Background: an optimization exercise with open tools, aiming at small area. Do not read the settings as production practice.
Only simulation tests tie the RTL to the original design; equivalence was not proved.
No activity file was given, so power comes from the tool's default toggle rates.

`flow/flow/run.sh`:
```
#!/bin/bash
# Standard ORFS layout (the standard.sh, standard synthesis unchanged) with
# two changes: port buffers use the smallest buffer cell, and CTS inserts no
# dummy loads. Each tool's output goes to a log file in the work folder.
set -euo pipefail
export BUFFER_PORTS_ARGS="-buffer_cell sky130_fd_sc_hd__buf_1"
export CTS_ARGS="-sink_clustering_enable -repair_clock_nets -dont_use_dummy_load"
bash standard.sh finish > standard_flow.log 2>&1
```
`flow/standard.sh`:
```
#!/bin/bash
# synth_recipe.tcl (not shown) runs the flow's synth.tcl, then flattens the netlist and writes it again
# the make line also repeats each setting of config.mk as NAME=value (left out here)
make -C /OpenROAD-flow-scripts/flow DESIGN_CONFIG=/design/flow/config.mk WORK_HOME=/design/flow/orfs CLKGATE_MAP_FILE= SYNTH_SCRIPT=/design/flow/synth_recipe.tcl "${@:-finish}"
```
`flow/config.mk`:
```
export PLATFORM = sky130hd
export DESIGN_NAME = gnp_bitio
export DESIGN_NICKNAME = gnp_bitio
export VERILOG_FILES = /design/flow/design.v
export SDC_FILE = /design/flow/constraint.sdc
export NUM_CORES = 4
export LEC_CHECK = 0
export CAP_MARGIN = 20
export CORE_MARGIN = 2
export CORE_UTILIZATION = 30
export SETUP_SLACK_MARGIN = 0.5
export SLEW_MARGIN = 20
```
`flow/constraint.sdc`:
```
create_clock -name core_clock -period 18.0 [get_ports {clk}]
set_input_delay 3.6000 -clock core_clock [delete_from_list [all_inputs] [get_ports {clk}]]
set_output_delay 3.6000 -clock core_clock [all_outputs]
set_load 0.01 [all_outputs]
```
`flow/design.v`:
```
module gnp_bitmath (
    input  wire x,
    input  wire y,
    input  wire sub,
    input  wire c,
    output wire s,
    output wire co
);
    wire yy = y ^ sub;
    assign s  = x ^ yy ^ c;
    assign co = (x & yy) | (x & c) | (yy & c);
endmodule
module gnp_bitio (
    input  wire        clk,
    input  wire        rst,           
    input  wire        cmd_valid,
    output reg         cmd_ready,
    input  wire [31:0] cmd_data,
    output reg         rsp_valid,
    input  wire        rsp_ready,
    output reg  [31:0] rsp_data,
    output reg         rsp_last,
    output reg         mem_req,
    output reg         mem_we,
    output reg  [11:0] mem_addr,
    output reg  [31:0] mem_wdata,
    input  wire        mem_gnt,
    input  wire        mem_rvalid,
    input  wire [31:0] mem_rdata
);
    localparam [3:0] ST_OK = 4'd0, ST_INVCAP = 4'd1, ST_CAPEXC = 4'd2,
                     ST_OVF = 4'd3, ST_PADNZ = 4'd4, ST_MISAL = 4'd5,
                     ST_BITSR = 4'd6, ST_RANGE = 4'd7, ST_BUFB = 4'd8,
                     ST_NOTB = 4'd9, ST_FAULTED = 4'd10, ST_ILLEGAL = 4'd11,
                     ST_DESYNC = 4'd12;
    localparam [3:0] C_POP = 4'd0, C_BREQ = 4'd1, C_WNEW = 4'd2, C_WBITS = 4'd3,
                     C_WFLUSH = 4'd4, C_WALIGN = 4'd5, C_WBYTES = 4'd6, C_WINT = 4'd7,
                     C_RNEW = 4'd8, C_RBITS = 4'd9, C_RALIGN = 4'd10, C_RBYTES = 4'd11,
                     C_RINT = 4'd12, C_ILL = 4'd13;
    localparam [4:0] S_IDLE = 5'd0, S_HCOPY = 5'd1, S_OPW = 5'd2, S_OPASS = 5'd3,
                     S_CHK = 5'd4, S_DEC = 5'd5, S_COMMIT = 5'd6, S_WSUB = 5'd7,
                     S_PUSH = 5'd8, S_STORE = 5'd9, S_BSET = 5'd10, S_BWAIT = 5'd11,
                     S_DEC4 = 5'd12, S_POP = 5'd13, S_RREQ = 5'd14, S_RWAIT = 5'd15,
                     S_LOAD = 5'd16, S_SEND = 5'd17;
    reg [4:0]  state;
    reg [4:0]  ph;
    reg        run;           
    reg [3:0]  cls;
    reg [1:0]  opn;           
    reg [5:0]  k;             
    reg [5:0]  L;             
    reg [3:0]  ST;            
    reg        c;             
    reg        f1, f2, f3;    
    reg        gt;            
    reg        lst;           
    reg        dat;           
    reg        ic, ib;        
    reg [31:0] A, B, CR1, CR2;
    reg [31:0] wsc;
    reg [4:0]  wsb;
    reg        wbound, wfault, wdesync;
    reg [31:0] rsc;
    reg [5:0]  rcnt;
    reg        rbound;
    wire [7:0] hop   = cmd_data[7:0];
    wire       hz24  = cmd_data[31:8] == 24'd0;
    wire       hz18  = cmd_data[31:14] == 18'd0;
    reg  [3:0] dcls;
    always @* begin
        case (hop)
            8'h01:   dcls = hz24 ? C_POP    : C_ILL;
            8'h02:   dcls = hz24 ? C_BREQ   : C_ILL;
            8'h10:   dcls = hz24 ? C_WNEW   : C_ILL;
            8'h11:   dcls = hz18 ? C_WBITS  : C_ILL;
            8'h12:   dcls = hz24 ? C_WFLUSH : C_ILL;
            8'h13:   dcls = hz24 ? C_WALIGN : C_ILL;
            8'h14:   dcls = C_WBYTES;
            8'h15:   dcls = hz24 ? C_WINT   : C_ILL;
            8'h20:   dcls = hz24 ? C_RNEW   : C_ILL;
            8'h21:   dcls = hz18 ? C_RBITS  : C_ILL;
            8'h23:   dcls = hz24 ? C_RALIGN : C_ILL;
            8'h24:   dcls = C_RBYTES;
            8'h25:   dcls = hz24 ? C_RINT   : C_ILL;
            default: dcls = C_ILL;
        endcase
    end
    wire isnew  = (cls == C_WNEW) || (cls == C_RNEW);
    wire isw    = (cls == C_WBITS) || (cls == C_WINT) || (cls == C_WALIGN) || (cls == C_WBYTES);
    wire isr    = (cls == C_RBITS) || (cls == C_RINT) || (cls == C_RALIGN) || (cls == C_RBYTES);
    wire isby   = (cls == C_WBYTES) || (cls == C_RBYTES);
    wire       busbit = cmd_data[ph];
    wire [5:0] nrc    = 6'd0 - rcnt;
    wire       rbit   = rsc[nrc[4:0]];
    wire       need   = k < L;
    wire       popv   = need & rbit;
    wire       at0    = ph == 5'd0;
    wire       at31   = ph == 5'd31;
    wire       sync   = ph == k[4:0];
    reg  sx, sy, ssub;
    wire ss, sco;
    gnp_bitmath u_add (.x(sx), .y(sy), .sub(ssub), .c(c), .s(ss), .co(sco));
    wire sneg = sx ^ ~sy ^ sco;       
    always @* begin
        sx = busbit; sy = B[0]; ssub = 1'b1;
        case (state)
            S_OPASS: begin
                if (isnew) begin
                    sx = busbit; sy = (ph >= 5'd2) & B[30]; ssub = 1'b0;
                end else if (cls == C_WINT && opn == 2'd1) begin
                    sx = A[0]; sy = busbit; ssub = 1'b1;
                end
            end
            S_POP:  begin sx = popv; sy = B[0]; ssub = 1'b0; end
            S_DEC4: begin sx = B[0]; sy = (ph == 5'd10); ssub = 1'b1; end
            default: ;
        endcase
    end
    wire [2:0] wpad = 3'd0 - wsb[2:0];
    wire [2:0] rpad = rcnt[2:0];
    wire [5:0] cl   = (cls == C_WALIGN) ? {3'd0, wpad} :
                      (cls == C_RALIGN) ? {3'd0, rpad} : L;
    reg        cx, cy;
    always @* begin
        if (isby) cx = (k >= 6'd3) && (isw ? B[12] : B[30]);
        else      cx = (k < 6'd6) && cl[k[2:0]];
        if (k >= 6'd18)              cy = 1'b0;
        else if (isr && k < 6'd5)    cy = rcnt[k[2:0]];
        else                         cy = CR2[0];
    end
    wire cmp_start = isw ? (ph == 5'd25) : (ph == 5'd7);
    wire cmp_last  = isby ? (k == 6'd26) : (k == 6'd17);
    wire rok   = !f2 && (L != 6'd0) && f1 && !f3;
    wire l_big = L > 6'd32;
    reg [3:0] code;
    always @* begin
        code = ST_OK;
        case (cls)
            C_POP:  code = ST_OK;
            C_BREQ: code = f2 ? ST_RANGE : ST_OK;
            C_WNEW, C_RNEW:
                code = f3 ? ST_INVCAP : f1 ? ST_BUFB : ST_OK;
            C_WFLUSH:
                code = !wbound ? ST_NOTB : wfault ? ST_FAULTED : ST_OK;
            C_WBITS, C_WINT, C_WALIGN, C_WBYTES: begin
                if (!wbound)                                  code = ST_NOTB;
                else if (wfault)                              code = ST_FAULTED;
                else if (wdesync)                             code = ST_DESYNC;
                else if (cls == C_WBITS && l_big)             code = ST_BITSR;
                else if (cls == C_WINT && !rok)               code = ST_RANGE;
                else if (cls == C_WALIGN && wpad == 3'd0)     code = ST_OK;
                else if (cls == C_WBYTES && wsb[2:0] != 3'd0) code = ST_MISAL;
                else if (gt)                                  code = ST_CAPEXC;
                else                                          code = ST_OK;
            end
            C_RBITS, C_RINT, C_RALIGN, C_RBYTES: begin
                if (!rbound)                                  code = ST_NOTB;
                else if (cls == C_RBITS && l_big)             code = ST_BITSR;
                else if (cls == C_RINT && (f2 || L == 6'd0))  code = ST_RANGE;
                else if (cls == C_RALIGN && rpad == 3'd0)     code = ST_OK;
                else if (cls == C_RBYTES && rcnt[2:0] != 3'd0) code = ST_MISAL;
                else if (gt)                                  code = ST_OVF;
                else                                          code = ST_OK;
            end
            default: code = ST_ILLEGAL;
        endcase
    end
    wire code_ok = code == ST_OK;
    wire wlatch  = isw && (code == ST_DESYNC || code == ST_BITSR || code == ST_RANGE ||
                           code == ST_MISAL || code == ST_CAPEXC);
    wire bzero   = !f2;                   
    wire g0  = (state == S_STORE) && at0 && mem_gnt;
    wire g12 = (state == S_RREQ) && (ph == 5'd12) && mem_gnt;
    wire commit = (state == S_COMMIT) && (run || at0);
    wire wsub   = (state == S_WSUB) && (run || ph == 5'd25);
    reg cr1_in, ic_n;
    always @* begin
        cr1_in = CR1[0];
        ic_n   = 1'b0;
        if (ph < 5'd12) begin
            if (commit && cls == C_WNEW) cr1_in = B[0];
            else begin
                cr1_in = CR1[0] ^ (at0 ? g0 : ic);
                ic_n   = CR1[0] & (at0 ? g0 : ic);
            end
        end else if (ph < 5'd24) begin
            if (commit && cls == C_RNEW) cr1_in = B[20];
            else begin
                cr1_in = CR1[0] ^ ((ph == 5'd12) ? g12 : ic);
                ic_n   = CR1[0] & ((ph == 5'd12) ? g12 : ic);
            end
        end
    end
    reg cr2_in, ib_n;
    always @* begin
        cr2_in = CR2[0];
        ib_n   = 1'b0;
        if (ph >= 5'd12 && ph <= 5'd24) begin
            if (commit && cls == C_RNEW) cr2_in = A[22];
            else begin
                cr2_in = CR2[0] ^ ((ph == 5'd12) ? g12 : ib);
                ib_n   = ~CR2[0] & ((ph == 5'd12) ? g12 : ib);
            end
        end else begin
            if (commit && cls == C_WNEW)
                cr2_in = (ph < 5'd25 || ph > 5'd27) & A[4];
            else if (wsub) begin
                cr2_in = CR2[0] ^ cx ^ ((ph == 5'd25) ? 1'b0 : ib);
                ib_n   = (~CR2[0] & (cx | ((ph == 5'd25) ? 1'b0 : ib))) |
                         (cx & ((ph == 5'd25) ? 1'b0 : ib));
            end
        end
    end
    wire [5:0] lv = dat ? L : {2'b0, ST};
    always @* begin
        cmd_ready = 1'b0;
        case (state)
            S_IDLE:  cmd_ready = (dcls != C_WBYTES) && (dcls != C_RBYTES);
            S_HCOPY: cmd_ready = (run || at0) && at31;
            S_OPASS: cmd_ready = (run || at0) && at31;
            S_DEC:   cmd_ready = (cls == C_WBITS) && !code_ok;
            S_PUSH:  cmd_ready = !need && (cls == C_WBITS || cls == C_WBYTES);
            S_BWAIT: cmd_ready = (ST != ST_OK);
            default: cmd_ready = 1'b0;
        endcase
        rsp_valid = (state == S_SEND) && at0;
        rsp_data  = A;
        rsp_last  = lst;
        mem_req   = ((state == S_STORE) && at0) || ((state == S_RREQ) && (ph == 5'd12));
        mem_we    = (state == S_STORE);
        mem_addr  = CR1[11:0];
        mem_wdata = wsc;
    end
    always @(posedge clk) begin
        A   <= {A[0], A[31:1]};
        B   <= {B[0], B[31:1]};
        CR1 <= {cr1_in, CR1[31:1]};
        CR2 <= {cr2_in, CR2[31:1]};
        ic  <= ic_n;
        ib  <= ib_n;
        ph  <= ph + 5'd1;
        if (rst) begin
            state  <= S_IDLE;
            run    <= 1'b0;
            ph     <= 5'd0;
            wbound <= 1'b0;
            rbound <= 1'b0;
        end else begin
            case (state)
            S_IDLE: if (cmd_valid) begin
                cls <= dcls;
                L   <= cmd_data[13:8];
                opn <= 2'd0;
                dat <= 1'b0;
                run <= 1'b0;
                case (dcls)
                    C_WBYTES, C_RBYTES:                 state <= S_HCOPY;
                    C_POP, C_BREQ, C_WNEW, C_RNEW,
                    C_WINT, C_RINT, C_WBITS:            state <= S_OPW;
                    default:                            state <= S_CHK;
                endcase
            end
            S_HCOPY: if (run || at0) begin
                B[31] <= busbit;
                if (at0) f2 <= 1'b0;
                else if (ph >= 5'd8) f2 <= f2 | busbit;
                if (ph == 5'd8) f2 <= busbit;
                run   <= !at31;
                if (at31) state <= S_CHK;
            end
            S_OPW: if (cmd_valid) begin
                c   <= !isnew;
                run <= 1'b0;
                if (isnew) begin
                    f1 <= 1'b0;
                    f2 <= 1'b0;
                    f3 <= 1'b0;
                end
                if (opn == 2'd2) f3 <= 1'b0;
                state <= (cls == C_WBITS) ? S_CHK : S_OPASS;
            end
            S_OPASS: if (run || at0) begin
                run <= !at31;
                c   <= sco;
                if (cls == C_POP) begin
                    L <= L + {5'd0, busbit};
                end else if (isnew && opn == 2'd1) begin
                    A[31] <= busbit;
                    if (ph < 5'd2) f3 <= f3 | busbit;
                    if (ph < 5'd14) f2 <= f2 | ss;
                    if (ph == 5'd14) f1 <= f1 | (ss & f2);
                    if (ph > 5'd14) f1 <= f1 | ss;
                    if (at31) f1 <= f1 | ss | sco | B[31] | B[0];
                end else if (opn == 2'd0) begin
                    if (cls == C_WINT) A[31] <= busbit;
                    else               B[31] <= busbit;
                end else if (cls == C_WINT && opn == 2'd1) begin
                    A[31] <= ss;
                    B[31] <= busbit;
                    if (at31) f1 <= !sneg;
                end else begin
                    if (ss) L <= {1'b0, ph} + 6'd1;
                    if (at31) f2 <= sneg;
                    if (cls == C_WINT && A[0] != ss) f3 <= A[0];
                end
                if (at31) begin
                    opn <= opn + 2'd1;
                    if (opn + 2'd1 == ((cls == C_WINT) ? 2'd3 : (cls == C_POP) ? 2'd1 : 2'd2))
                        state <= S_CHK;
                    else
                        state <= S_OPW;
                end
            end
            S_CHK: begin
                if (!(isw || isr)) state <= S_DEC;
                else if (run || cmp_start) begin
                    k   <= k + 6'd1;
                    run <= !cmp_last;
                    if (!run) gt <= cx & ~cy;
                    else if (cx != cy) gt <= cx;
                    if (cmp_last) state <= S_DEC;
                end else begin
                    k <= 6'd0;
                end
            end
            S_DEC: begin
                ST  <= code;
                lst <= 1'b1;
                k   <= 6'd0;
                run <= 1'b0;
                if (wlatch) wfault <= 1'b1;
                state <= S_LOAD;
                case (cls)
                    C_POP, C_BREQ, C_RBITS, C_RINT: lst <= !code_ok;
                    C_RBYTES: lst <= !code_ok || bzero;
                    C_WNEW, C_RNEW: if (code_ok) state <= S_COMMIT;
                    C_WBITS, C_WINT: if (code_ok) state <= S_WSUB;
                    C_WALIGN: begin
                        L <= {3'd0, wpad};
                        if (code_ok && wpad != 3'd0) state <= S_WSUB;
                    end
                    C_WFLUSH: begin
                        L <= 6'd32 - {1'b0, wsb};
                        if (code_ok && wsb != 5'd0) state <= S_WSUB;
                    end
                    C_WBYTES: if (!bzero) state <= (code_ok ? S_WSUB : S_BSET);
                    C_RALIGN: begin
                        L  <= {3'd0, rpad};
                        f1 <= 1'b0;
                        if (code_ok && rpad != 3'd0) state <= S_POP;
                    end
                    default: ;
                endcase
            end
            S_COMMIT: if (run || at0) begin
                run <= !at31;
                if (at31) begin
                    if (cls == C_WNEW) begin
                        wsb     <= 5'd0;
                        wfault  <= 1'b0;
                        wdesync <= 1'b0;
                        wbound  <= 1'b1;
                    end else begin
                        rcnt    <= 6'd0;
                        rbound  <= 1'b1;
                    end
                    state <= S_LOAD;
                end
            end
            S_WSUB: if (run || ph == 5'd25) begin
                k   <= k + 6'd1;
                run <= !cmp_last;
                if (cmp_last) begin
                    k   <= 6'd0;
                    run <= 1'b0;
                    state <= (cls == C_WBYTES) ? S_BSET : S_PUSH;
                end
            end else k <= 6'd0;
            S_PUSH: begin
                if (need) begin
                    if (sync) begin
                        wsc <= {(cls == C_WINT) ? A[0] :
                                (cls == C_WBITS || cls == C_WBYTES) ? busbit : 1'b0,
                                wsc[31:1]};
                        wsb <= wsb + 5'd1;
                        k   <= k + 6'd1;
                        if (wsb == 5'd31) state <= S_STORE;
                    end
                end else begin
                    k   <= 6'd0;
                    run <= 1'b0;
                    if (cls == C_WFLUSH) wdesync <= 1'b1;
                    c   <= 1'b1;
                    state <= (cls == C_WBYTES) ? S_DEC4 : S_LOAD;
                end
            end
            S_STORE: if (g0) state <= S_PUSH;
            S_BSET: if (at0) begin
                L   <= (B[31:10] != 22'd0) ? 6'd32 : {1'b0, B[9:8], 3'd0};
                lst <= (B[31:11] == 21'd0) && (B[10:8] <= 3'd4);
                k   <= 6'd0;
                c   <= 1'b0;
                state <= (cls == C_WBYTES) ? S_BWAIT : S_POP;
            end
            S_BWAIT: if (cmd_valid) begin
                k   <= 6'd0;
                c   <= 1'b1;
                run <= 1'b0;
                state <= (ST == ST_OK) ? S_PUSH : S_DEC4;
            end
            S_DEC4: if (run || at0) begin
                B[31] <= ss;
                c     <= sco;
                run   <= !at31;
                if (at31) begin
                    k <= 6'd0;
                    if (cls == C_RBYTES) state <= S_SEND;
                    else                 state <= lst ? S_LOAD : S_BSET;
                end
            end
            S_POP: begin
                if (k[5]) begin
                    k   <= 6'd0;
                    c   <= 1'b1;
                    run <= 1'b0;
                    if (cls == C_RALIGN) begin
                        ST    <= f1 ? ST_PADNZ : ST_OK;
                        state <= S_LOAD;
                    end else if (cls == C_RBYTES) begin
                        state <= S_DEC4;
                    end else begin
                        state <= S_SEND;
                    end
                end else if (sync) begin
                    if (need && rcnt == 6'd0) begin
                        state <= S_RREQ;
                    end else begin
                        if (need) rcnt <= rcnt - 6'd1;
                        A[31] <= (cls == C_RINT) ? ss : popv;
                        if (cls == C_RINT) c <= sco;
                        f1 <= f1 | popv;
                        k  <= k + 6'd1;
                    end
                end
            end
            S_RREQ: if (g12) state <= S_RWAIT;
            S_RWAIT: if (mem_rvalid) begin
                rsc   <= mem_rdata;
                rcnt  <= 6'd32;
                state <= S_POP;
            end
            S_LOAD: if (run || at0) begin
                A[31] <= (ph < 5'd6) ? lv[ph[2:0]] : 1'b0;
                run   <= !at31;
                if (at31) state <= S_SEND;
            end
            S_SEND: if (at0 && rsp_ready) begin
                k   <= 6'd0;
                c   <= 1'b0;
                dat <= 1'b1;
                run <= 1'b0;
                if (lst) state <= S_IDLE;
                else begin
                    lst <= 1'b1;
                    case (cls)
                        C_POP, C_BREQ: state <= S_LOAD;
                        C_RBYTES:      state <= S_BSET;
                        default:       state <= S_POP;
                    endcase
                end
            end
            default: state <= S_IDLE;
            endcase
        end
    end
endmodule
```
==> summary.txt, run 1 <==
outcome=timing/DRC/antenna clean; Rel. slew slack=29.11%; most frequent cell after synthesis=dfxtp_1; number of cells on the critical path=11; Worst Path Required=14,400 ps; CTS Sinks=249; Seq. cell area=6046 µm²; EDFF count, synth=106; fin crit period=9978 ps; clock share of power=31.3%; ys async rst share=0%; pin count of the biggest net entering global routing=42; CP max-delay cell=buf_1; Pins Over Slew Limit=0; Post-Route Setup TNS=0 ps; chip width=208.1 µm; Worst EP arrival=6380 ps; die height=208.1 µm; Ports=151; Die Area=43,300 µm²; Final Hold Vio Count=0; CP endpoint=cmd_ready; Pleak=4.936 nW; clk buf depth=3; Worst R2R Path Depth=11; syn avg cell area=9.988 µm²; Sw Share=32.20%; Post-Synth Adder-Cell Area=3.915%; crit path max fanout=16; ys flop type=dfxtp_1; Initial Util=30.46%; sequential share of power=44.2%; Synth Net Count=1,358; Port Buffer Count=150; Worst-Skew Late Latency=550 ps; kind of cell adding the most delay to the critical path=simple AND/OR/NAND/NOR gates; Post-Place Worst Slack=8037 ps; post-detailed-route count of antenna-violating nets=0; filler cell count=4,181; initial antenna violation count=1; post-synthesis sequential area ratio=48.39%; Int Pwr=0.001011 W; synth top area cells=edfxtp_1 (25%), dfxtp_1 (23%), mux4_2 (3.8%), nor2_1 (3.7%), ha_1 (3.5%); post-route setup slack=8022 ps; Peak VDD IR=0.00005527 V; most used cell along the critical path=buf_1; post-synth top area cell=edfxtp_1; Synth Register Bits=249; NetSw=0.0004804 W; CP startpoint kind=primary input; max cap viols=0; Critical Path Sink Type=output pin; Max stage delay on crit path=520 ps; top cells by instance count after synthesis=dfxtp_1 (143), nor2_1 (123), edfxtp_1 (106); compound-cell area share of the yosys netlist=15.77%; area share of the largest cell type after synthesis=25.48%; hold path depth=0; DPL Wire Length=30.13 mm; Post-route DRC=0; worst min path class=reg -> reg; Row Count=74; Setup crit start=cmd_data[4]; vias in the first global route=10,143; Resize count post-CTS=0; Iter 0 DRT Violations=1,128; crit path buf inv count=2; Mapped Cells=1,251; DRT Pass-1 Iters=15; Vias per Instance=5.537; distinct cell type count after synthesis=100; # placed instances=1,870; CTS root buffer=clkbuf_16; DR vias=10,510; Layout Cells excl Fill=1,898; final wirelength=40.61 mm; grt ovf=0; RSZ-0062 raised after global routing=false; # hold bufs at CTS=0; Combinational Power Share=24.5%; H-tree Lvls=1; Worst-Margin Slew=1061 ps; synthesis-to-layout area growth=13.50%; WL/cell=21.40 µm; Clock Skew=28.16 ps; Synth Area in XOR/XNOR=2.313%; crit path kind=in -> out; worst path cell trace=buf_1 > nor4b_1 > a22oi_1 > o21ai_0 > a31oi_1 > o32ai_1 > ha_1 > nor3b_1 > nand3b_1 > nand3_1 > buf_1; core region area=41,020 µm²; Post-Syn Area=12,490 µm²; reg-to-reg critical path startpoint=rcnt[0]$_DFFE_PP_; Post-CTS Setup Repair Bufs=0; Inserted Clock Buffers=27; # setup viols final=0; simple-gate share of the synthesized area=19.46%; largest family of logic cells by synthesized area=simple AND/OR/NAND/NOR gates; CTS clk-pin slew, worst paths=50 ps; CTS tree=built; area of the multi-input gates=5857 µm²; share of cells above drive strength 1=8.346%; pwr dens=105.2 nW/µm²; achievable frequency=100.2 MHz; Yosys warnings=1; reg-to-reg slack, setup=12,620 ps; worst r2r dst=L[3]$_DFFE_PP_; GP Congestion=0.9795; nets=1,475; GRT Total Usage=18.28%; diodes inserted=0; fin crit share=55.43%; first-pass GRT wire length=61.61 mm; post-synthesis mux area share=5.347%
[how the worst min path moves through the flow]
stage	startpoint	end	slack (ps)
6_report	CR1[18]$_DFF_P_	CR1[17]$_DFF_P_	300
5_1_grt	CR1[18]$_DFF_P_	CR1[17]$_DFF_P_	300
4_1_cts	CR1[18]$_DFF_P_	CR1[17]$_DFF_P_	290
3_5_place_dp	CR2[7]$_DFF_P_	CR2[6]$_DFF_P_	310
3_3_place_gp	CR1[18]$_DFF_P_	CR1[17]$_DFF_P_	310
2_1_floorplan	B[1]$_DFF_P_	B[0]$_DFF_P_	310
[power groups by stage]
stage               registers [W]  logic (W)  clock network (W)
finish                   0.000660   0.000365           0.000467
global route             0.000664   0.000392           0.000506
CTS                      0.000659   0.000356           0.000483
detailed placement       0.000671   0.000355                  0
global placement         0.000670   0.000354                  0
floorplan                0.000654   0.000248                  0
[kinds of logic (layout without fill, tap and decap cells)]
kind of cell    Yosys count  after routing
mux                      40             40
flops                   249            249
fa+ha+maj                38             38
compound gates          288            288
xor+xnor                 33             33
buf+inv                 136            251
simple gates            467            467
[cell type report]
type	count	area share [%]
timing repair buffer	177	5.364
tap	532	4.694
multi-input combinational	866	41.30
inverter	47	1.244
sequential	249	42.63
clock buffer	27	4.764
[placed cells by master, fill, tap and decap left out, types with 5 or more instances in the layout]
cell	n
and3_1	9
dfxtp_1	143
mux2i_1	15
clkbuf_16	27
nand3b_1	13
nand2_1	101
nor2b_1	28
buf_1	150
a31oi_1	19
xnor2_1	23
or3_1	10
mux4_2	21
nor3b_1	8
a32oi_1	5
nand3_1	42
a211oi_1	7
xor2_1	10
o211ai_1	14
a21o_1	6
buf_4	25
o31ai_1	11
nor4_1	19
o221ai_1	5
nor2_1	122
nand4_1	5
a311oi_1	7
a21oi_1	74
a221oi_1	6
and2_1	12
ha_1	35
o22ai_1	15
nand2b_1	15
o21ai_0	51
inv_1	46
nor3_1	38
edfxtp_1	106
o21a_1	7
[worst reg2reg max path, stage by stage (launching register included)]
cell      delay, ps
edfxtp_1        790
inv_1           230
ha_1            600
mux4_2          380
mux4_2          480
mux2i_1         420
o221a_2         330
fa_1            560
nor3_1          270
o21ai_0         120
a221oi_1        590
buf_2           300
[flip-flops by register name, summed over array words and instances (netlist names), 2 cells and up]
signal  flops
opn         2
k           6
state       5
rsc        32
wsc        32
cls         4
B          32
ph          5
CR1        32
A          32
ST          4
wsb         5
L           6
rcnt        6
CR2        32
[per-layer routing]
layer  global-route usage, %  part of all wire (%)
met2                   28.67                    45
met4                   6.698                   3.4
met5                       0                     0
met1                   24.81                    42
met3                   3.894                   9.4
[through the flow]
stage	cell area (µm²)	hold slack (ps)	utilization (%)	power, W
floorplan	12490	309.6	-	0.0009013
global placement	13500	310.5	32.90	0.001024
detailed placement	13500	312.1	32.91	0.001026
CTS	14180	293.2	34.56	0.001498
global route	14180	300.1	34.57	0.001562
finish	14180	299.2	34.57	0.001492
==> inputs of run 2 (changes only) <==
==> flow/run.sh (new file) <==
#!/bin/bash
# synth_recipe.tcl (not shown) runs the flow's synth.tcl, then flattens the netlist and writes it again
# the make line also repeats each setting of config.mk as NAME=value (left out here)
make -C /OpenROAD-flow-scripts/flow DESIGN_CONFIG=/design/flow/config.mk WORK_HOME=/design/flow/orfs CLKGATE_MAP_FILE= SYNTH_SCRIPT=/design/flow/synth_recipe.tcl finish
removed: flow/flow/run.sh
removed: flow/standard.sh
==> summary.txt, run 2 <==
diodes inserted=0 (unchanged); grt ovf=0 (unchanged); RSZ-0062 raised after global routing=false (unchanged); reg-to-reg critical path startpoint=rcnt[0]$_DFFE_PP_ (unchanged); DRT Pass-1 Iters=14 (was 15); Post-Place Worst Slack=7413 ps (was 8037 ps); core region area=41,020 µm² (unchanged); GP Congestion=0.9959 (was 0.9795); Peak VDD IR=0.00007393 V (was 0.00005527 V); synth top area cells=edfxtp_1 (25%), dfxtp_1 (23%), mux4_2 (3.8%), nor2_1 (3.7%), ha_1 (3.5%) (unchanged); clock share of power=35.8% (was 31.3%); worst min path class=reg -> reg (unchanged); fin crit period=10,600 ps (was 9978 ps); Pins Over Slew Limit=0 (unchanged); area share of the largest cell type after synthesis=25.48% (unchanged); post-synthesis mux area share=5.347% (unchanged); Worst EP arrival=7000 ps (was 6380 ps); CTS tree=built (unchanged); hold wc startpoint=CR1[28]$_DFF_P_ (was CR1[18]$_DFF_P_); fin crit share=58.88% (was 55.43%); Resize count post-CTS=0 (unchanged); Rel. slew slack=29.56% (was 29.11%); NetSw=0.0005213 W (was 0.0004804 W); CTS root buffer=clkbuf_16 (unchanged); Die Area=43,300 µm² (unchanged); EDFF count, synth=106 (unchanged); Synth Net Count=1,358 (unchanged); ys flop type=dfxtp_1 (unchanged); GRT Total Usage=18.58% (was 18.28%); pin count of the biggest net entering global routing=42 (unchanged); top cells by instance count after synthesis=dfxtp_1 (143), nor2_1 (123), edfxtp_1 (106) (unchanged); Sw Share=31.89% (was 32.20%); placed cell area=14,420 µm² (was 13,500 µm²); crit path kind=in -> out (unchanged); post-synth top area cell=edfxtp_1 (unchanged); CP startpoint kind=primary input (unchanged); distinct cell type count after synthesis=100 (unchanged); met1 Usage GRT=25.49% (was 24.81%); Clock Skew=31.10 ps (was 28.16 ps); chip width=208.1 µm (unchanged); Critical Path Sink Type=output pin (unchanged); Mapped Cells=1,251 (unchanged); Synth Register Bits=249 (unchanged); compound-cell area share of the yosys netlist=15.77% (unchanged); sequential share of power=40.7% (was 44.2%); Synth Area in XOR/XNOR=2.313% (unchanged); Post-route DRC=0 (unchanged); # hold bufs at CTS=0 (unchanged); Post-Synth Adder-Cell Area=3.915% (unchanged); Inserted Clock Buffers=28 (was 27); synthesis-to-layout area growth=23.13% (was 13.50%); filler cell count=4,078 (was 4,181); CTS clk-pin slew, worst paths=60 ps (was 50 ps); Setup crit start=cmd_data[4] (unchanged); Iter 0 DRT Violations=1,080 (was 1,128); Port Buffer Count=150 (unchanged); CTS Sinks=249 (unchanged); post-detailed-route count of antenna-violating nets=0 (unchanged); ys async rst share=0% (unchanged); crit path max fanout=16 (unchanged); die height=208.1 µm (unchanged); Worst-Skew Late Latency=580 ps (was 550 ps); largest family of logic cells by synthesized area=simple AND/OR/NAND/NOR gates (unchanged); Initial Util=30.46% (unchanged); initial antenna violation count=0 (was 1); simple-gate share of the synthesized area=19.46% (unchanged); nets=1,473 (was 1,475); Worst Path Required=14,400 ps (about the same); syn avg cell area=9.988 µm² (unchanged); most common cell after layout, fill and taps aside=clkdlybuf4s50_1 (was buf_1); Final Instance Area=15,380 µm² (was 14,180 µm²); first-pass GRT wire length=62.67 mm (was 61.61 mm); Post-Route Setup TNS=0 ps (unchanged); Pleak=5.430 nW (was 4.936 nW); Ports=151 (unchanged); Post-CTS Setup Repair Bufs=0 (unchanged); Yosys warnings=1 (unchanged); pwr dens=106.3 nW/µm² (was 105.2 nW/µm²); Row Count=74 (unchanged); vias in the first global route=10,149 (was 10,143); share of cells above drive strength 1=9.366% (was 8.346%); Int Pwr=0.001114 W (was 0.001011 W); most frequent cell after synthesis=dfxtp_1 (unchanged); DPL Wire Length=30.35 mm (was 30.13 mm); Post-Syn Area=12,490 µm² (unchanged); DR vias=10,548 (was 10,510); Vias per Instance=5.494 (was 5.537); Final Hold Vio Count=0 (unchanged); Worst-Margin Slew=1053 ps (was 1061 ps); WL/cell=21.52 µm (was 21.40 µm); global routing's busiest layer=met2 (unchanged); achievable frequency=94.35 MHz (was 100.2 MHz); clk buf depth=3 (unchanged); # setup viols final=0 (unchanged); final wirelength=41.31 mm (was 40.61 mm); met2 Usage GRT=28.77% (was 28.67%); max cap viols=0 (unchanged); outcome=timing/DRC/antenna clean (unchanged); post-synthesis sequential area ratio=48.39% (unchanged); H-tree Lvls=1 (unchanged); Combinational Power Share=23.5% (was 24.5%); post-route setup slack=7401 ps (was 8022 ps); commonest cells after routing, fill and taps aside=clkdlybuf4s50_1 (150), dfxtp_1 (143), nor2_1 (122), edfxtp_1 (106), nand2_1 (101) (was buf_1 (150), dfxtp_1 (143), nor2_1 (122), edfxtp_1 (106), nand2_1 (101)); GRT met3 Usage=4.121% (was 3.894%)
==> run 2: changes by cell type in the layout (fill, tap and decap cells not counted), moves of 3 or more <==
cell / change
buf_1: -150
clkdlybuf4s50_1: +150
clkbuf_1: +4
clkinvlp_4: +4
buf_4: -3
clkbuf_8: +3
inv_6: +3
==> run 2: area by class of cell <==
cell class	instances	area (µm²)	area share, %
clock buffers	36	782.0	5.083
well taps	532	665.6	4.327
repair buffers	174	1677	10.90
multi-input cells	866	5857	38.07
flip-flops and latches	249	6046	39.30
clock inverters	16	181.4	1.179
inverters	47	176.4	1.147
==> run 2: stage by stage <==
stage	hold slack, ps	cells	power [W]	util [%]
CTS	293.1	1919	0.001644	37.50
global placement	310.7	1866	0.001046	35.14
finish	293.3	1920	0.001635	37.51
floorplan	309.6	1251	0.0009013	-
global route	290.6	1920	0.001706	37.51
detailed placement	312.1	1867	0.001049	35.15
==> run 2: power groups by stage <==
stage	clock, W	combinational [W]	sequential, W
after floorplan	0	0.000248	0.000654
after global placement	0	0.000371	0.000675
after detailed placement	0	0.000373	0.000676
after CTS	0.000606	0.000375	0.000664
after global routing	0.000627	0.000410	0.000669
final	0.000586	0.000384	0.000665
==> run 2: worst max-delay path, cell delays in order <==
cell and delay [ps]:
clkdlybuf4s50_1 850, nor4b_1 500, a22oi_1 120, o21ai_0 190, a31oi_1 110, o32ai_1 340
ha_1 320, nor3b_1 170, nand3b_1 160, nand3_1 100, clkdlybuf4s50_1 530
==> run 2: metal layers <==
metal  wire length [µm]  vias up  part of all wire (%)
li1                   -     4828                     -
met1              17680     5105                    43
met2              18350      518                    44
met3               3760       97                   9.1
met4               1514        0                   3.7
met5                  0        -                     0
==> run 2: logic make-up after synthesis <==
family | Yosys count
fa+ha+maj | 38
buf+inv | 136
simple gates | 467
xor+xnor | 33
flops | 249
compound gates | 288
mux | 40
==> run 2: final timing paths <==
path                     end  slack (ps)  depth (start not counted)
max                cmd_ready        7400                         11
min          CR1[27]$_DFF_P_         290                          0
max reg2reg   L[4]$_DFFE_PP_       12670                         11
min reg2reg  CR1[27]$_DFF_P_         290                          0
==> inputs of run 3 (changes only) <==
--- a/flow/design.v
+++ b/flow/design.v
@@ -89,14 +89,16 @@
     wire isw    = (cls == C_WBITS) || (cls == C_WINT) || (cls == C_WALIGN) || (cls == C_WBYTES);
     wire isr    = (cls == C_RBITS) || (cls == C_RINT) || (cls == C_RALIGN) || (cls == C_RBYTES);
     wire isby   = (cls == C_WBYTES) || (cls == C_RBYTES);
-    wire       busbit = cmd_data[ph];
+    wire       busbit = cmd_data[k[4:0]];
     wire [5:0] nrc    = 6'd0 - rcnt;
     wire       rbit   = rsc[nrc[4:0]];
-    wire       need   = k < L;
+    wire       need;
     wire       popv   = need & rbit;
     wire       at0    = ph == 5'd0;
     wire       at31   = ph == 5'd31;
     wire       sync   = ph == k[4:0];
+    wire       klast  = k == 6'd31;
+    wire       pgo    = run || (ph == ((cls == C_WINT && state == S_OPASS) ? wsb : 5'd0));
     reg  sx, sy, ssub;
     wire ss, sco;
     gnp_bitmath u_add (.x(sx), .y(sy), .sub(ssub), .c(c), .s(ss), .co(sco));
@@ -106,13 +108,13 @@
         case (state)
             S_OPASS: begin
                 if (isnew) begin
-                    sx = busbit; sy = (ph >= 5'd2) & B[30]; ssub = 1'b0;
+                    sx = busbit; sy = (k >= 6'd2) & B[30]; ssub = 1'b0;
                 end else if (cls == C_WINT && opn == 2'd1) begin
                     sx = A[0]; sy = busbit; ssub = 1'b1;
                 end
             end
             S_POP:  begin sx = popv; sy = B[0]; ssub = 1'b0; end
-            S_DEC4: begin sx = B[0]; sy = (ph == 5'd10); ssub = 1'b1; end
+            S_DEC4: begin sx = B[0]; sy = (k == 6'd10); ssub = 1'b1; end
             default: ;
         endcase
     end
@@ -120,6 +122,7 @@
     wire [2:0] rpad = rcnt[2:0];
     wire [5:0] cl   = (cls == C_WALIGN) ? {3'd0, wpad} :
                       (cls == C_RALIGN) ? {3'd0, rpad} : L;
+    assign need = (cls == C_WFLUSH) ? (wsb != 5'd0) : (k < L);
     reg        cx, cy;
     always @* begin
         if (isby) cx = (k >= 6'd3) && (isw ? B[12] : B[30]);
@@ -216,8 +219,8 @@
         cmd_ready = 1'b0;
         case (state)
             S_IDLE:  cmd_ready = (dcls != C_WBYTES) && (dcls != C_RBYTES);
-            S_HCOPY: cmd_ready = (run || at0) && at31;
-            S_OPASS: cmd_ready = (run || at0) && at31;
+            S_HCOPY: cmd_ready = pgo && klast;
+            S_OPASS: cmd_ready = pgo && klast;
             S_DEC:   cmd_ready = (cls == C_WBITS) && !code_ok;
             S_PUSH:  cmd_ready = !need && (cls == C_WBITS || cls == C_WBYTES);
             S_BWAIT: cmd_ready = (ST != ST_OK);
@@ -236,6 +239,7 @@
         B   <= {B[0], B[31:1]};
         CR1 <= {cr1_in, CR1[31:1]};
         CR2 <= {cr2_in, CR2[31:1]};
+        wsc <= {wsc[0], wsc[31:1]};
         ic  <= ic_n;
         ib  <= ib_n;
         ph  <= ph + 5'd1;
@@ -253,6 +257,7 @@
                 opn <= 2'd0;
                 dat <= 1'b0;
                 run <= 1'b0;
+                k   <= 6'd0;
                 case (dcls)
                     C_WBYTES, C_RBYTES:                 state <= S_HCOPY;
                     C_POP, C_BREQ, C_WNEW, C_RNEW,
@@ -260,17 +265,21 @@
                     default:                            state <= S_CHK;
                 endcase
             end
-            S_HCOPY: if (run || at0) begin
+            S_HCOPY: if (pgo) begin
                 B[31] <= busbit;
-                if (at0) f2 <= 1'b0;
-                else if (ph >= 5'd8) f2 <= f2 | busbit;
-                if (ph == 5'd8) f2 <= busbit;
-                run   <= !at31;
-                if (at31) state <= S_CHK;
+                if (k >= 6'd8) f2 <= f2 | busbit;
+                if (k == 6'd8) f2 <= busbit;
+                run   <= !klast;
+                k     <= k + 6'd1;
+                if (klast) begin
+                    k     <= 6'd0;
+                    state <= S_CHK;
+                end
             end
             S_OPW: if (cmd_valid) begin
                 c   <= !isnew;
                 run <= 1'b0;
+                k   <= 6'd0;
                 if (isnew) begin
                     f1 <= 1'b0;
                     f2 <= 1'b0;
@@ -279,31 +288,33 @@
                 if (opn == 2'd2) f3 <= 1'b0;
                 state <= (cls == C_WBITS) ? S_CHK : S_OPASS;
             end
-            S_OPASS: if (run || at0) begin
-                run <= !at31;
+            S_OPASS: if (pgo) begin
+                run <= !klast;
+                k   <= k + 6'd1;
                 c   <= sco;
                 if (cls == C_POP) begin
                     L <= L + {5'd0, busbit};
                 end else if (isnew && opn == 2'd1) begin
                     A[31] <= busbit;
-                    if (ph < 5'd2) f3 <= f3 | busbit;
-                    if (ph < 5'd14) f2 <= f2 | ss;
-                    if (ph == 5'd14) f1 <= f1 | (ss & f2);
-                    if (ph > 5'd14) f1 <= f1 | ss;
-                    if (at31) f1 <= f1 | ss | sco | B[31] | B[0];
+                    if (k < 6'd2) f3 <= f3 | busbit;
+                    if (k < 6'd14) f2 <= f2 | ss;
+                    if (k == 6'd14) f1 <= f1 | (ss & f2);
+                    if (k > 6'd14) f1 <= f1 | ss;
+                    if (klast) f1 <= f1 | ss | sco | B[31] | B[0];
                 end else if (opn == 2'd0) begin
                     if (cls == C_WINT) A[31] <= busbit;
                     else               B[31] <= busbit;
                 end else if (cls == C_WINT && opn == 2'd1) begin
                     A[31] <= ss;
                     B[31] <= busbit;
-                    if (at31) f1 <= !sneg;
+                    if (klast) f1 <= !sneg;
                 end else begin
-                    if (ss) L <= {1'b0, ph} + 6'd1;
-                    if (at31) f2 <= sneg;
+                    if (ss) L <= k + 6'd1;
+                    if (klast) f2 <= sneg;
                     if (cls == C_WINT && A[0] != ss) f3 <= A[0];
                 end
-                if (at31) begin
+                if (klast) begin
+                    k   <= 6'd0;
                     opn <= opn + 2'd1;
                     if (opn + 2'd1 == ((cls == C_WINT) ? 2'd3 : (cls == C_POP) ? 2'd1 : 2'd2))
                         state <= S_CHK;
@@ -339,10 +350,7 @@
                         L <= {3'd0, wpad};
                         if (code_ok && wpad != 3'd0) state <= S_WSUB;
                     end
-                    C_WFLUSH: begin
-                        L <= 6'd32 - {1'b0, wsb};
-                        if (code_ok && wsb != 5'd0) state <= S_WSUB;
-                    end
+                    C_WFLUSH: if (code_ok && wsb != 5'd0) state <= S_PUSH;
                     C_WBYTES: if (!bzero) state <= (code_ok ? S_WSUB : S_BSET);
                     C_RALIGN: begin
                         L  <= {3'd0, rpad};
@@ -352,9 +360,11 @@
                     default: ;
                 endcase
             end
-            S_COMMIT: if (run || at0) begin
-                run <= !at31;
-                if (at31) begin
+            S_COMMIT: if (pgo) begin
+                run <= !klast;
+                k   <= k + 6'd1;
+                if (klast) begin
+                    k <= 6'd0;
                     if (cls == C_WNEW) begin
                         wsb     <= 5'd0;
                         wfault  <= 1'b0;
@@ -378,10 +388,9 @@
             end else k <= 6'd0;
             S_PUSH: begin
                 if (need) begin
-                    if (sync) begin
-                        wsc <= {(cls == C_WINT) ? A[0] :
-                                (cls == C_WBITS || cls == C_WBYTES) ? busbit : 1'b0,
-                                wsc[31:1]};
+                    if (ph == wsb) begin
+                        wsc[31] <= (cls == C_WINT) ? A[0] :
+                                   (cls == C_WBITS || cls == C_WBYTES) ? busbit : 1'b0;
                         wsb <= wsb + 5'd1;
                         k   <= k + 6'd1;
                         if (wsb == 5'd31) state <= S_STORE;
@@ -408,11 +417,12 @@
                 run <= 1'b0;
                 state <= (ST == ST_OK) ? S_PUSH : S_DEC4;
             end
-            S_DEC4: if (run || at0) begin
+            S_DEC4: if (pgo) begin
                 B[31] <= ss;
                 c     <= sco;
-                run   <= !at31;
-                if (at31) begin
+                run   <= !klast;
+                k     <= k + 6'd1;
+                if (klast) begin
                     k <= 6'd0;
                     if (cls == C_RBYTES) state <= S_SEND;
                     else                 state <= lst ? S_LOAD : S_BSET;
@@ -449,10 +459,14 @@
                 rcnt  <= 6'd32;
                 state <= S_POP;
             end
-            S_LOAD: if (run || at0) begin
-                A[31] <= (ph < 5'd6) ? lv[ph[2:0]] : 1'b0;
-                run   <= !at31;
-                if (at31) state <= S_SEND;
+            S_LOAD: if (pgo) begin
+                A[31] <= (k < 6'd6) ? lv[k[2:0]] : 1'b0;
+                run   <= !klast;
+                k     <= k + 6'd1;
+                if (klast) begin
+                    k     <= 6'd0;
+                    state <= S_SEND;
+                end
             end
             S_SEND: if (at0 && rsp_ready) begin
                 k   <= 6'd0;
==> flow/flow/run.sh (new file) <==
#!/bin/bash
# Standard ORFS layout (the standard.sh, standard synthesis unchanged) with
# these changes: port buffers use the smallest buffer cell, and CTS uses
# smaller clock buffers with larger sink clusters and no dummy loads. The make
# output goes to a log file in the work folder; ORFS keeps each step's log in
# orfs/logs.
set -euo pipefail
export BUFFER_PORTS_ARGS="-buffer_cell sky130_fd_sc_hd__buf_1"
export CTS_ARGS="-sink_clustering_enable -repair_clock_nets -dont_use_dummy_load -buf_list sky130_fd_sc_hd__clkbuf_8 -sink_clustering_size 16 -sink_clustering_max_diameter 100"
bash standard.sh finish > standard_flow.log 2>&1
==> flow/standard.sh (new file) <==
#!/bin/bash
# synth_recipe.tcl (not shown) runs the flow's synth.tcl, then flattens the netlist and writes it again
# the make line also repeats each setting of config.mk as NAME=value (left out here)
make -C /OpenROAD-flow-scripts/flow DESIGN_CONFIG=/design/flow/config.mk WORK_HOME=/design/flow/orfs CLKGATE_MAP_FILE= SYNTH_SCRIPT=/design/flow/synth_recipe.tcl "${@:-finish}"
--- a/flow/config.mk
+++ b/flow/config.mk
@@ -5,6 +5,7 @@
 export SDC_FILE = /design/flow/constraint.sdc
 export NUM_CORES = 4
 export LEC_CHECK = 0
+export ABC_AREA = 1
 export CAP_MARGIN = 20
 export CORE_MARGIN = 2
 export CORE_UTILIZATION = 30
removed: flow/run.sh
==> summary.txt, run 3 <==
# placed instances=2,078 (was 1,867); crit path buf inv count=4 (was 2); Die Area=40,580 µm² (was 43,300 µm²); die height=201.4 µm (was 208.1 µm); Max stage delay on crit path=450 ps (was 850 ps); fin crit period=9642 ps (was 10,600 ps); post-synthesis sequential area ratio=48.96% (was 48.39%); Vias per Instance=5.041 (was 5.494); RSZ-0062 raised after global routing=false (unchanged); Ports=151 (unchanged); CTS clk-pin slew, worst paths=110 ps (was 60 ps); Peak VDD IR=0.00007560 V (was 0.00007393 V); CTS tree=built (unchanged); number of cells on the critical path=16 (was 11); achievable frequency=103.7 MHz (was 94.35 MHz); most frequent cell after synthesis=nand2_1 (was dfxtp_1); share of cells above drive strength 1=5.890% (was 9.366%); CTS root buffer=clkbuf_8 (was clkbuf_16); Post-Route Setup TNS=0 ps (unchanged); GRT Total Usage=18.67% (was 18.58%); final wirelength=38.72 mm (was 41.31 mm); DPL Wire Length=30.39 mm (was 30.35 mm); DRT Pass-1 Iters=6 (was 14); outcome=timing/DRC/antenna clean (unchanged); worst min path class=reg -> reg (unchanged); clk buf depth=3 (unchanged); ys async rst share=0% (unchanged); post-synth top area cell=dfxtp_1 (was edfxtp_1); Pins Over Slew Limit=0 (unchanged); Mapped Cells=1,434 (was 1,251); vias in the first global route=10,209 (was 10,149); GP Congestion=0.9848 (was 0.9959); Final Hold Vio Count=0 (unchanged); ys flop type=dfxtp_1 (unchanged); H-tree Lvls=1 (unchanged); grt ovf=0 (unchanged); Pleak=5.340 nW (was 5.430 nW); area share of the largest cell type after synthesis=29.96% (was 25.48%); first-pass GRT wire length=59.31 mm (was 62.67 mm); post-detailed-route count of antenna-violating nets=0 (unchanged); Synth Register Bits=249 (unchanged); # setup viols final=0 (unchanged); Worst-Skew Late Latency=540 ps (was 580 ps); core region area=38,560 µm² (was 41,020 µm²); pwr dens=99.75 nW/µm² (was 106.3 nW/µm²); filler cell count=4,162 (was 4,078); chip width=201.4 µm (was 208.1 µm); fin crit share=53.57% (was 58.88%); syn avg cell area=8.155 µm² (was 9.988 µm²); # hold bufs at CTS=0 (unchanged); Row Count=72 (was 74); Critical Path Sink Type=output pin (unchanged); Clock Skew=36.01 ps (was 31.10 ps); most common cell after layout, fill and taps aside=nand2_1 (was clkdlybuf4s50_1); Worst-Margin Slew=894.9 ps (was 1053 ps); worst path cell trace=buf_1 > inv_1 > nor3_1 > nand2_1 > nand4_1 > nor2_1 > nor2_2 > nand4_1 > inv_1 > ha_1 > nand2_1 > nand2_1 > nand2_1 > a21oi_1 > o2111ai_1 > buf_1 (was clkdlybuf4s50_1 > nor4b_1 > a22oi_1 > o21ai_0 > a31oi_1 > o32ai_1 > ha_1 > nor3b_1 > nand3b_1 > nand3_1 > clkdlybuf4s50_1); CP startpoint kind=primary input (unchanged); nets=1,685 (was 1,473); Iter 0 DRT Violations=916 (was 1,080); most used cell along the critical path=nand2_1 (was clkdlybuf4s50_1); crit path max fanout=4 (was 16); Worst R2R Path Depth=16 (was 11); Synth Net Count=1,538 (was 1,358); Resize count post-CTS=0 (unchanged); synth top area cells=dfxtp_1 (30%), edfxtp_1 (19%), nand2_1 (8.3%), nor2_1 (5.9%), inv_1 (5.8%) (was edfxtp_1 (25%), dfxtp_1 (23%), mux4_2 (3.8%), nor2_1 (3.7%), ha_1 (3.5%)); pin count of the biggest net entering global routing=35 (was 42); Port Buffer Count=150 (unchanged); diodes inserted=0 (unchanged); Post-Syn Area=11,690 µm² (was 12,490 µm²); Post-CTS Setup Repair Bufs=0 (unchanged); kind of cell adding the most delay to the critical path=simple AND/OR/NAND/NOR gates (was buffers and inverters); DR vias=10,570 (was 10,548); commonest cells after routing, fill and taps aside=nand2_1 (260), nor2_1 (183), inv_1 (180), dfxtp_1 (175), buf_1 (150) (was clkdlybuf4s50_1 (150), dfxtp_1 (143), nor2_1 (122), edfxtp_1 (106), nand2_1 (101)); Rel. slew slack=39.80% (was 29.56%); max cap viols=0 (unchanged); WL/cell=18.47 µm (was 21.52 µm); Worst Path Required=14,400 ps (about the same); crit path kind=in -> out (unchanged); Post-route DRC=0 (unchanged); EDFF count, synth=74 (was 106); hold path depth=0 (unchanged); synthesis-to-layout area growth=11.58% (was 23.13%); Worst EP arrival=6040 ps (was 7000 ps); top cells by instance count after synthesis=nand2_1 (260), nor2_1 (184), inv_1 (180) (was dfxtp_1 (143), nor2_1 (123), edfxtp_1 (106)); initial antenna violation count=0 (unchanged); CP max-delay cell=nor3_1 (was clkdlybuf4s50_1); distinct cell type count after synthesis=63 (was 100); Yosys warnings=1 (unchanged); Layout Cells excl Fill=2,097 (was 1,920); Initial Util=30.33% (was 30.46%); Inserted Clock Buffers=19 (was 28); CTS Sinks=249 (unchanged)
[run 3: cell count changes after synthesis, sizes merged, moves of 32 or more]
cell    delta
clkbuf    -46
edfxtp    -32
nand2    +170
nand3     +56
nor2      +80
inv      +148
dfxtp     +32
[run 3: through the flow]
step / setup slack [ps] / power [W] / util, % / instance area (µm²) / hold WS [ps]
after floorplan: 9084 / 0.0009058 / - / 11700 / 309.6
after global placement: 8496 / 0.001039 / 33.16 / 12790 / 309.8
after detailed placement: 8390 / 0.001039 / 33.16 / 12790 / 312.1
after CTS: 8388 / 0.001305 / 33.84 / 13050 / 326.5
after global routing: 8068 / 0.001375 / 33.84 / 13050 / 328.5
final: 8358 / 0.001302 / 33.84 / 13050 / 320.1
[run 3: cells by family (layout without fill, tap and decap cells)]
logic type,after synthesis,in the layout,share of synthesized area [%]
AO/OA/AOI/OAI,242,242,12.57
XOR/XNOR,13,13,0.9736
adder cells (fa/ha/maj),34,34,3.766
buffers and inverters,230,375,7.949
flip-flops,249,249,48.96
multiplexers,1,1,0.09628
AND/OR/NAND/NOR,665,665,25.69
[run 3: cell type report]
class	instances	area [µm²]	area share [%]
Timing Repair Buffer	159	630.6	4.833
Multi-Input combinational cell	955	5042	38.64
Clock buffer	19	261.5	2.004
Tap cell	518	648.1	4.967
Sequential cell	249	5725	43.88
Inverter	197	740.7	5.676
[run 3: worst register-to-register path, stage by stage (launching register included)]
cell	delay (ps)
edfxtp_1	850
inv_2	360
ha_1	530
inv_1	280
a21oi_1	80
a22oi_1	280
nand2_1	80
nand3_1	80
nand2_1	50
o21ai_0	470
nand3_1	230
nand3_1	150
inv_1	80
fa_1	650
o41ai_1	400
nand4_1	150
a21oi_1	600
[run 3: routing by layer]
metal | up-vias | track usage [%] | wire length, µm
met5 | - | 0 | 0
met1 | 4988 | 25.14 | 16920
met2 | 410 | 30.97 | 18020
li1 | 5085 | - | -
met3 | 87 | 2.478 | 2681
met4 | 0 | 6.092 | 1098
[run 3: worst paths after layout]
path / slack (ps) / from / endpoint
min reg2reg: 320 / CR2[1]$_DFF_P_ / CR2[0]$_DFF_P_
max reg2reg: 12330 / rcnt[0]$_DFFE_PP_ / L[4]$_DFFE_PP_
max: 8360 / cmd_data[5] / cmd_ready
min: 320 / CR2[1]$_DFF_P_ / CR2[0]$_DFF_P_
[run 3: report_power, final]
part	total, W	switching (W)	internal (W)	leakage (nW)
Sequential	0.000653	0.0000397	0.000614	2.08
Clock	0.000265	0.000170	0.0000953	0.137
Combinational	0.000383	0.000272	0.000111	3.12
Total	0.00130	0.000481	0.000820	5.34
==> inputs of run 4 (changes only) <==
--- a/flow/flow/run.sh
+++ b/flow/flow/run.sh
@@ -6,5 +6,5 @@
 # orfs/logs.
 set -euo pipefail
 export BUFFER_PORTS_ARGS="-buffer_cell sky130_fd_sc_hd__buf_1"
-export CTS_ARGS="-sink_clustering_enable -repair_clock_nets -dont_use_dummy_load -buf_list sky130_fd_sc_hd__clkbuf_8 -sink_clustering_size 16 -sink_clustering_max_diameter 100"
+export CTS_ARGS="-sink_clustering_enable -repair_clock_nets -dont_use_dummy_load -buf_list sky130_fd_sc_hd__clkbuf_16 -sink_clustering_size 20 -sink_clustering_max_diameter 100"
 bash standard.sh finish > standard_flow.log 2>&1
==> summary.txt, run 4 <==
outcome=timing/DRC/antenna clean (unchanged); syn avg cell area=8.155 µm² (unchanged); Clock Skew=35.76 ps (was 36.01 ps); CP max-delay cell=nor3_1 (unchanged); max cap viols=0 (unchanged); Initial Util=30.33% (unchanged); Setup crit start=cmd_data[5] (unchanged); Inserted Clock Buffers=16 (was 19); # hold bufs at CTS=0 (unchanged); reg-to-reg critical path startpoint=rcnt[0]$_DFFE_PP_ (unchanged); CTS Sinks=249 (unchanged); Synth Register Bits=249 (unchanged); die height=201.4 µm (unchanged); Vias per Instance=5.038 (was 5.041); share of cells above drive strength 1=5.711% (was 5.890%); achievable frequency=103.6 MHz (was 103.7 MHz); Tot Pwr=0.001370 W (was 0.001302 W); vias in the first global route=10,186 (was 10,209); RSZ-0062 raised after global routing=false (unchanged); Synth Net Count=1,538 (unchanged); Iter 0 DRT Violations=963 (was 916); Seq. cell area=5725 µm² (unchanged); Mapped Cells=1,434 (unchanged); fin crit period=9651 ps (was 9642 ps); post-synth top area cell=dfxtp_1 (unchanged); clk buf depth=3 (unchanged); worst path cell trace=buf_1 > inv_1 > nor3_1 > nand2_1 > nand4_1 > nor2_1 > nor2_2 > nand4_1 > inv_1 > ha_1 > nand2_1 > nand2_1 > nand2_1 > a21oi_1 > o2111ai_1 > buf_1 (unchanged); most common cell after layout, fill and taps aside=nand2_1 (unchanged); Port Buffer Count=150 (unchanged); Post-Syn Area=11,690 µm² (unchanged); diodes inserted=0 (unchanged); DR vias=10,550 (was 10,570); Post-Place Worst Slack=8390 ps (unchanged); hold wc startpoint=CR2[8]$_DFF_P_ (was CR2[1]$_DFF_P_); grt ovf=0 (unchanged); most frequent cell after synthesis=nand2_1 (unchanged); DRT Pass-1 Iters=5 (was 6); filler cell count=4,146 (was 4,162); post-detailed-route count of antenna-violating nets=0 (unchanged); commonest cells after routing, fill and taps aside=nand2_1 (260), nor2_1 (183), inv_1 (180), dfxtp_1 (175), buf_1 (150) (unchanged); Resize count post-CTS=0 (unchanged); Worst Path Required=14,400 ps (about the same); Util after Layout=34.20% (was 33.84%); Worst EP arrival=6050 ps (was 6040 ps); first-pass GRT wire length=59.18 mm (was 59.31 mm); DPL Wire Length=30.39 mm (unchanged); top cells by instance count after synthesis=nand2_1 (260), nor2_1 (184), inv_1 (180) (unchanged); pwr dens=103.9 nW/µm² (was 99.75 nW/µm²); pin count of the biggest net entering global routing=35 (unchanged); Ports=151 (unchanged); Die Area=40,580 µm² (unchanged); Pins Over Slew Limit=0 (unchanged); most used cell along the critical path=nand2_1 (unchanged); final wirelength=38.59 mm (was 38.72 mm); CTS tree=built (unchanged); GP Congestion=0.9848 (unchanged); initial antenna violation count=0 (unchanged); distinct cell type count after synthesis=63 (unchanged); CTS root buffer=clkbuf_16 (was clkbuf_8); Final Hold Vio Count=0 (unchanged); EDFF count, synth=74 (unchanged); Row Count=72 (unchanged); area share of the largest cell type after synthesis=29.96% (unchanged); # setup viols final=0 (unchanged); Rel. slew slack=38.42% (was 39.80%); post-synthesis sequential area ratio=48.96% (unchanged); H-tree Lvls=1 (unchanged); Post-CTS Setup Repair Bufs=0 (unchanged); WL/cell=18.43 µm (was 18.47 µm); Max stage delay on crit path=450 ps (about the same); GRT Total Usage=18.63% (was 18.67%); worst min path class=reg -> reg (unchanged); synth top area cells=dfxtp_1 (30%), edfxtp_1 (19%), nand2_1 (8.3%), nor2_1 (5.9%), inv_1 (5.8%) (unchanged); crit path kind=in -> out (unchanged); synthesis-to-layout area growth=12.76% (was 11.58%); CP startpoint kind=primary input (unchanged); core region area=38,560 µm² (unchanged); Post-route DRC=0 (unchanged); fin crit share=53.62% (was 53.57%); Worst-Margin Slew=915.5 ps (was 894.9 ps); chip width=201.4 µm (unchanged); crit path max fanout=4 (unchanged); Worst-Skew Late Latency=500 ps (was 540 ps); post-route setup slack=8349 ps (was 8358 ps); Yosys warnings=1 (unchanged); nets=1,682 (was 1,685); ys async rst share=0% (unchanged); Critical Path Sink Type=output pin (unchanged); CTS clk-pin slew, worst paths=90 ps (was 110 ps); Post-Route Setup TNS=0 ps (unchanged); ys flop type=dfxtp_1 (unchanged); area of the multi-input gates=5042 µm² (unchanged); Peak VDD IR=0.00008467 V (was 0.00007560 V); Pleak=5.400 nW (was 5.340 nW); WHS=319.8 ps (was 320.1 ps)
run 4: changes by cell type in the layout (fill, tap and decap cells not counted):
cell | previous run | this run
clkbuf_8 | 19 | 0
clkbuf_16 | 0 | 16
run 4: metrics by stage:
| step | cells | instance area [µm²] |
|---|---|---|
| 3_3_place_gp | 2078 | 12790 |
| 4_1_cts | 2094 | 13190 |
| 2_1_floorplan | 1434 | 11700 |
| 3_5_place_dp | 2078 | 12790 |
| 5_1_grt | 2094 | 13190 |
| 6_report | 2094 | 13190 |
run 4: kinds of logic (layout without fill, tap and decap cells):
group / Yosys count / count (layout) / synth area share [%]
AO/OA/AOI/OAI: 242 / 242 / 12.57
XOR/XNOR: 13 / 13 / 0.9736
adder cells (fa/ha/maj): 34 / 34 / 3.766
buffers and inverters: 230 / 372 / 7.949
flip-flops: 249 / 249 / 48.96
multiplexers: 1 / 1 / 0.09628
AND/OR/NAND/NOR: 665 / 665 / 25.69
run 4: area by class of cell:
type	count	share of cell area, %
tap	518	4.915
inverter	197	5.617
sequential	249	43.42
clock buffer	16	3.036
multi-input combinational	955	38.24
timing repair buffer	159	4.782
run 4: where the power goes:
group	internal [W]	total, W	switching [W]
combinational	0.000111	0.000383	0.000272
sequential	0.000614	0.000653	0.0000394
clock	0.000159	0.000334	0.000175
total	0.000884	0.00137	0.000487
run 4: worst paths after layout:
check                        end  slack [ps]  cells past startpoint
setup / recovery       cmd_ready        8350                     16
hold / removal    CR2[7]$_DFF_P_         320                      0
setup reg to reg  L[1]$_DFFE_PP_       12250                     16
hold reg to reg   CR2[7]$_DFF_P_         320                      0
run 4: critical path, delay by kind of cell:
| kind | cells | cell delay [ps] |
|---|---|---|
| adders and majority gates | 1 | 150 |
| and+or+nand+nor | 9 | 1410 |
| AOI/OAI and AO/OA | 2 | 330 |
| buffers and inverters | 4 | 570 |
run 4: routing by layer:
layer / wire, µm / share of wire, % / track usage [%] / up-vias
li1: - / - / - / 5088
met1: 16860 / 44 / 24.97 / 4946
met2: 17650 / 46 / 30.70 / 431
met3: 2754 / 7.1 / 2.770 / 85
met4: 1326 / 3.4 / 6.329 / 0
met5: 0 / 0 / 0 / -
==> inputs of run 5 (changes only) <==
--- a/flow/flow/run.sh
+++ b/flow/flow/run.sh
@@ -6,5 +6,5 @@
 # orfs/logs.
 set -euo pipefail
 export BUFFER_PORTS_ARGS="-buffer_cell sky130_fd_sc_hd__buf_1"
-export CTS_ARGS="-sink_clustering_enable -repair_clock_nets -dont_use_dummy_load -buf_list sky130_fd_sc_hd__clkbuf_16 -sink_clustering_size 20 -sink_clustering_max_diameter 100"
+export CTS_ARGS="-sink_clustering_enable -repair_clock_nets -dont_use_dummy_load -buf_list sky130_fd_sc_hd__clkbuf_8 -sink_clustering_size 10 -sink_clustering_max_diameter 60"
 bash standard.sh finish > standard_flow.log 2>&1
==> summary.txt, run 5 <==
outcome=timing/DRC/antenna clean (unchanged); vias in the first global route=10,353 (was 10,186); crit path buf inv count=4 (unchanged); RSZ-0062 raised after global routing=false (unchanged); area share of the largest cell type after synthesis=29.96% (unchanged); Row Count=72 (unchanged); Worst EP arrival=6020 ps (was 6050 ps); Worst-Margin Slew=900.5 ps (was 915.5 ps); post-synth top area cell=dfxtp_1 (unchanged); Met1 Wirelength=16.69 mm (was 16.86 mm); CTS root buffer=clkbuf_8 (was clkbuf_16); Util after Layout=34.27% (was 34.20%); ys flop type=dfxtp_1 (unchanged); WL/cell=18.48 µm (was 18.43 µm); crit path max fanout=4 (unchanged); worst path cell trace=buf_1 > inv_1 > nor3_1 > nand2_1 > nand4_1 > nor2_1 > nor2_2 > nand4_1 > inv_1 > ha_1 > nand2_1 > nand2_1 > nand2_1 > a21oi_1 > o2111ai_1 > buf_1 (unchanged); # hold bufs at CTS=0 (unchanged); CTS Sinks=249 (unchanged); CP max-delay cell=nor3_1 (unchanged); core region area=38,560 µm² (unchanged); post-synthesis sequential area ratio=48.96% (unchanged); chip width=201.4 µm (unchanged); pwr dens=104.0 nW/µm² (was 103.9 nW/µm²); Worst Path Required=14,400 ps (about the same); Ports=151 (unchanged); Pins Over Slew Limit=0 (unchanged); Post-CTS Setup Repair Bufs=0 (unchanged); EDFF count, synth=74 (unchanged); share of cells above drive strength 1=6.600% (was 5.711%); ys async rst share=0% (unchanged); synth top area cells=dfxtp_1 (30%), edfxtp_1 (19%), nand2_1 (8.3%), nor2_1 (5.9%), inv_1 (5.8%) (unchanged); Pleak=5.426 nW (was 5.400 nW); Die Area=40,580 µm² (unchanged); wire length on met3=3.064 mm (was 2.754 mm); most used cell along the critical path=nand2_1 (unchanged); Yosys warnings=1 (unchanged); distinct cell type count after synthesis=63 (unchanged); Rel. slew slack=39.45% (was 38.42%); max cap viols=0 (unchanged); clk buf depth=3 (unchanged); pin count of the biggest net entering global routing=35 (unchanged); achievable frequency=103.9 MHz (was 103.6 MHz); top cells by instance count after synthesis=nand2_1 (260), nor2_1 (184), inv_1 (180) (unchanged); fin crit share=53.46% (was 53.62%); grt ovf=0 (unchanged); commonest cells after routing, fill and taps aside=nand2_1 (260), nor2_1 (183), inv_1 (180), dfxtp_1 (175), buf_1 (150) (unchanged); Mapped Cells=1,434 (unchanged); DR vias=10,653 (was 10,550); post-detailed-route count of antenna-violating nets=0 (unchanged); first-pass GRT wire length=59.71 mm (was 59.18 mm); Post-Route Setup TNS=0 ps (unchanged); GRT Total Usage=18.81% (was 18.63%); Peak VDD IR=0.00006557 V (was 0.00008467 V); initial antenna violation count=0 (unchanged); nets=1,697 (was 1,682); Synth Register Bits=249 (unchanged); Inserted Clock Buffers=31 (was 16); Initial Util=30.33% (unchanged); Port Buffer Count=150 (unchanged); final wirelength=38.97 mm (was 38.59 mm); DRT Pass-1 Iters=6 (was 5); CTS tree=built (unchanged); Worst-Skew Late Latency=590 ps (was 500 ps); syn avg cell area=8.155 µm² (unchanged); CP startpoint kind=primary input (unchanged); fin crit period=9623 ps (was 9651 ps); H-tree Lvls=1 (unchanged); diodes inserted=0 (unchanged); most frequent cell after synthesis=nand2_1 (unchanged); Synth Net Count=1,538 (unchanged); Resize count post-CTS=0 (unchanged); Critical Path Sink Type=output pin (unchanged); Vias per Instance=5.051 (was 5.038); worst min path class=reg -> reg (unchanged); Post-route DRC=0 (unchanged); kind of cell adding the most delay to the critical path=simple AND/OR/NAND/NOR gates (unchanged); Max stage delay on crit path=440 ps (was 450 ps); Post-Syn Area=11,690 µm² (unchanged); CTS clk-pin slew, worst paths=60 ps (was 90 ps); Iter 0 DRT Violations=889 (was 963); met2 wire length=18.09 mm (was 17.65 mm); # setup viols final=0 (unchanged); Clock Skew=44.27 ps (was 35.76 ps); Final Hold Vio Count=0 (unchanged); synthesis-to-layout area growth=12.99% (was 12.76%); DPL Wire Length=30.39 mm (unchanged); crit path kind=in -> out (unchanged); most common cell after layout, fill and taps aside=nand2_1 (unchanged); die height=201.4 µm (unchanged); GP Congestion=0.9848 (unchanged); top sig layer=met4 (unchanged)
## run 5: changes by cell type in the layout (fill, tap and decap cells not counted), sizes merged
cell    before  now
clkbuf      16   31
## run 5: area by class of cell
| type | count | area, µm² |
|---|---|---|
| Fill cell | 4156 | 25340 |
| Sequential cell | 249 | 5725 |
| Multi-Input combinational cell | 955 | 5042 |
| Inverter | 197 | 740.7 |
| Tap cell | 518 | 648.1 |
| Timing Repair Buffer | 159 | 630.6 |
| Clock buffer | 31 | 426.7 |
## run 5: cells by family after synthesis
kind of cell    after synthesis  share of synthesized area (%)
simple gates                665                          25.69
flops                       249                          48.96
compound gates              242                          12.57
buf+inv                     230                          7.949
fa+ha+maj                    34                          3.766
xor+xnor                     13                         0.9736
mux                           1                        0.09628
## run 5: path summary, 6_finish.rpt
check             cells past startpoint  slack [ps]               from             end
setup / recovery                     16        8380        cmd_data[5]       cmd_ready
hold / removal                        0         320     CR2[7]$_DFF_P_  CR2[6]$_DFF_P_
setup reg to reg                     16       12250  rcnt[0]$_DFFE_PP_  L[0]$_DFFE_PP_
hold reg to reg                       0         320     CR2[7]$_DFF_P_  CR2[6]$_DFF_P_
## run 5: report_power, final
group          total (W)  switching (W)  internal [W]
logic           0.000383       0.000272      0.000111
clock network   0.000338       0.000187      0.000151
registers       0.000654      0.0000392      0.000614
total            0.00137       0.000498      0.000877
## run 5: through the flow
stage / hold WS [ps] / setup slack, ps / power (W) / area, µm² / instances
after floorplan: 309.6 / 9084 / 0.0009058 / 11700 / 1434
after CTS: 308.4 / 8388 / 0.001380 / 13210 / 2109
after global placement: 309.8 / 8496 / 0.001039 / 12790 / 2078
after detailed placement: 312.1 / 8390 / 0.001039 / 12790 / 2078
final: 317.6 / 8377 / 0.001375 / 13210 / 2109
after global routing: 328.4 / 8068 / 0.001451 / 13210 / 2109
## run 5: metal layers
metal	up-vias	global-route usage, %
li1	5108	-
met1	5001	24.96
met2	451	31.22
met3	93	3.045
met4	0	6.145
met5	-	0

Re-timed with assumed drivers on the ports (clkbuf_16 on the clock, buf_2 on other inputs), run 5 has 8.350 ns of setup slack against 8.377 ns with ideal ports, and 8.350 ns once port delays also move by the mid clock arrival of 0.612 ns.
